From an optimization exercise on the open Yosys and OpenROAD flow, aimed at small area, a short achievable clock period and few clock cycles; shortcuts taken in it are not production practice.
In this exercise RTL edits were held to simulation tests only and were not proved equivalent to the original.

// pse_query
module pse_query (
    input  wire               clk,
    input  wire               rst,
    input  wire               start,
    input  wire [2:0]         op,
    input  wire signed [31:0] qx0,
    input  wire signed [31:0] qy0,
    input  wire signed [31:0] qx1,
    input  wire signed [31:0] qy1,
    input  wire [12:0]        tab_w,
    input  wire [12:0]        tab_h,
    output wire               ready,
    output reg                done,
    output reg                fault,
    output reg  [31:0]        res_u32,
    output wire [63:0]        res_f64,
    output reg  [11:0]        rect_x0,
    output reg  [11:0]        rect_y0,
    output reg  [11:0]        rect_x1,
    output reg  [11:0]        rect_y1,
    output reg                mem_req,
    output reg                mem_tab,
    output reg  [23:0]        mem_addr,
    input  wire [31:0]        mem_rdata
);
Size in the first run: roughly 9300 cells after synthesis, ~970 flip-flops, roughly 370 I/O pins.
Settings: LEC_CHECK=0, CAP_MARGIN=20, CORE_MARGIN=2, CORE_UTILIZATION=40, SETUP_SLACK_MARGIN=5, SLEW_MARGIN=20; clock period 12.0 ns.
run.sh (not shown) runs the stock make flow with config.mk's settings and CLKGATE_MAP_FILE= SYNTH_SCRIPT=/design/flow/synth_recipe.tcl, a recipe that flattens the netlist after the stock synthesis.
Testbench counts at the start, summed over its fixed seeds: cycles 34,915.
Then changed:
--- a/flow/design.v
+++ b/flow/design.v
@@ -50,37 +50,39 @@
     input  wire [31:0]        mem_rdata
 );
     localparam OP_QSUM = 3'd0, OP_QAVG = 3'd1, OP_QNZC = 3'd2, OP_QNZAVG = 3'd3,
                OP_TRDS = 3'd4, OP_TRDN = 3'd5;
     localparam K    = 4;                           
     localparam NCYC = 56 / K;                      
     reg               l_full;
     reg [2:0]         l_op;
     reg signed [31:0] l_x0, l_y0, l_x1, l_y1;
     reg [12:0]        l_w, l_h;
     assign ready = !l_full;
-    wire               x_sw = l_x1 < l_x0;
-    wire               y_sw = l_y1 < l_y0;
+    wire [32:0]        dx   = {l_x1[31], l_x1} - {l_x0[31], l_x0};
+    wire [32:0]        dy   = {l_y1[31], l_y1} - {l_y0[31], l_y0};
+    wire               x_sw = dx[32];
+    wire               y_sw = dy[32];
     wire signed [31:0] nx0 = x_sw ? l_x1 : l_x0;
     wire signed [31:0] nx1 = x_sw ? l_x0 : l_x1;
     wire signed [31:0] ny0 = y_sw ? l_y1 : l_y0;
     wire signed [31:0] ny1 = y_sw ? l_y0 : l_y1;
     wire [11:0] wmax = l_w[11:0] - 12'd1;
     wire [11:0] hmax = l_h[11:0] - 12'd1;
     wire [11:0] cx0, cx1, cy0, cy1;
     pse_clamp u_cx0 (.v(nx0), .hi(wmax), .c(cx0));
     pse_clamp u_cx1 (.v(nx1), .hi(wmax), .c(cx1));
     pse_clamp u_cy0 (.v(ny0), .hi(hmax), .c(cy0));
     pse_clamp u_cy1 (.v(ny1), .hi(hmax), .c(cy1));
-    wire [32:0] qw = {nx1[31], nx1} - {nx0[31], nx0} + 33'd1;
-    wire [32:0] qh = {ny1[31], ny1} - {ny0[31], ny0} + 33'd1;
+    wire [32:0] qw = x_sw ? ~dx + 33'd2 : dx + 33'd1;     
+    wire [32:0] qh = y_sw ? ~dy + 33'd2 : dy + 33'd1;
     wire        xen = (cx0 != 12'd0);
     wire        yen = (cy0 != 12'd0);
     wire trd_oob = l_x0[31] || (l_x0[30:12] != 19'd0) || (l_x0[11:0] > wmax) ||
                    l_y0[31] || (l_y0[30:12] != 19'd0) || (l_y0[11:0] > hmax);
     wire l_trd   = (l_op == OP_TRDS) || (l_op == OP_TRDN);
     wire l_fault = (l_op[2:1] == 2'b11) || (l_trd && trd_oob);
     wire l_qavg  = (l_op == OP_QAVG);
     wire [3:0] tmask = {xen && yen, yen, xen, 1'b1};
     reg  [7:0] l_mask;
     always @* begin
         case (l_op)
@@ -109,22 +111,24 @@
     wire [11:0] t_y   = (t_sub == 2'd0 || t_sub == 2'd1) ? i_y1 : i_y0m;
     wire        t_neg = (t_sub == 2'd1 || t_sub == 2'd2);
     wire        t_first = (t_sub == 2'd0);
     reg [1:0]  au_n;          
     reg        au_cmpl;       
     reg [31:0] acc_s, acc_n;
     reg        p_valid, p_neg, p_nz, p_first, p_last, p_cst;
     reg        a_valid, a_neg, a_nz, a_first, a_last, a_cst;
     reg        m_avg, m_qavg, m_nzavg, m_nzsel, m_fault;
     reg [11:0] m_rx0, m_ry0, m_rx1, m_ry1;
     reg        m_prod_ok;     
+    wire [31:0] acc_o  = a_nz ? acc_n : acc_s;
+    wire [31:0] acc_nx = a_first ? mem_rdata : a_neg ? acc_o - mem_rdata : acc_o + mem_rdata;
     reg        m2_v;          
     reg        m2_fault;
     reg [31:0] m2_u32;
     reg [11:0] m2_rx0, m2_ry0, m2_rx1, m2_ry1;
     reg [52:0] m_prod;
     reg [6:0]  m_pexp;
     reg        mu_busy, mu_fin;
     reg        mu_nrm;         
     reg [32:0] mu_w;           
     reg [33:0] mu_h;           
     reg [32:0] mu_acc;
@@ -339,24 +343,24 @@
                 mu_exp  <= mu_exp + 8'sd2;
                 mu_cnt  <= mu_cnt - 5'd1;
                 mu_fin  <= (mu_cnt == 5'd1);
             end
             a_valid <= p_valid;
             a_neg   <= p_neg;
             a_nz    <= p_nz;
             a_first <= p_first;
             a_last  <= p_last;
             a_cst   <= p_cst;
             if (a_valid) begin
-                if (a_nz) acc_n <= a_first ? mem_rdata : a_neg ? acc_n - mem_rdata : acc_n + mem_rdata;
-                else      acc_s <= a_first ? mem_rdata : a_neg ? acc_s - mem_rdata : acc_s + mem_rdata;
+                if (a_nz) acc_n <= acc_nx;
+                else      acc_s <= acc_nx;
             end
             if (copy_now) begin
                 m_avg     <= i_avg;
                 m_qavg    <= i_qavg;
                 m_nzavg   <= i_nzavg;
                 m_nzsel   <= i_nzsel;
                 m_fault   <= i_fault;
                 m_rx0     <= i_x0m + 12'd1;
                 m_ry0     <= i_y0m + 12'd1;
                 m_rx1     <= i_x1;
                 m_ry1     <= i_y1;
Wire length came out lower by 2.3%.
Die area shrinks by 0.60%.
First-iteration DRC count shrinks by 15%.
Worst hold slack improved by 6.0 ps.
Cell count drops by 1.3%.
Maximum frequency goes up by 0.98%.
Via count falls by 1.6%.
Setup slack improved by 67 ps.
Final area decreases by 0.73%.
Register-to-register slack gets better by 70 ps.
Testbench counts after the change, summed over its fixed seeds: cycles 34,915.

## what the ideal ports hide
In the flow no input, the clock included, has a driving cell. The finished layouts below were timed again as built, in two steps.
Step 1 assumes that a clkbuf_16 drives the clock port and a buf_2 every other input.
Step 2 adds t to the input delays and takes it off the output delays; t is the mean of the earliest and latest rising clock arrival at the registers after step 1. Input paths then give back, and output paths get back, about the clock's delay inside the block.
Slacks: ideal ports / drivers / drivers and shift; pairs: ideal ports / drivers.
run	t (ns)	setup slack, ns	worst slew at a driven data input, ns
the first run	0.857	5.100 / 5.087 / 4.470	0.16
the second run	0.847	5.167 / 5.166 / 4.530	0.17
After both steps setup and hold are still met in every run listed. The setup slack of the second run, which loses most, moves by -0.001 ns with the drivers and by -0.637 ns with both steps.
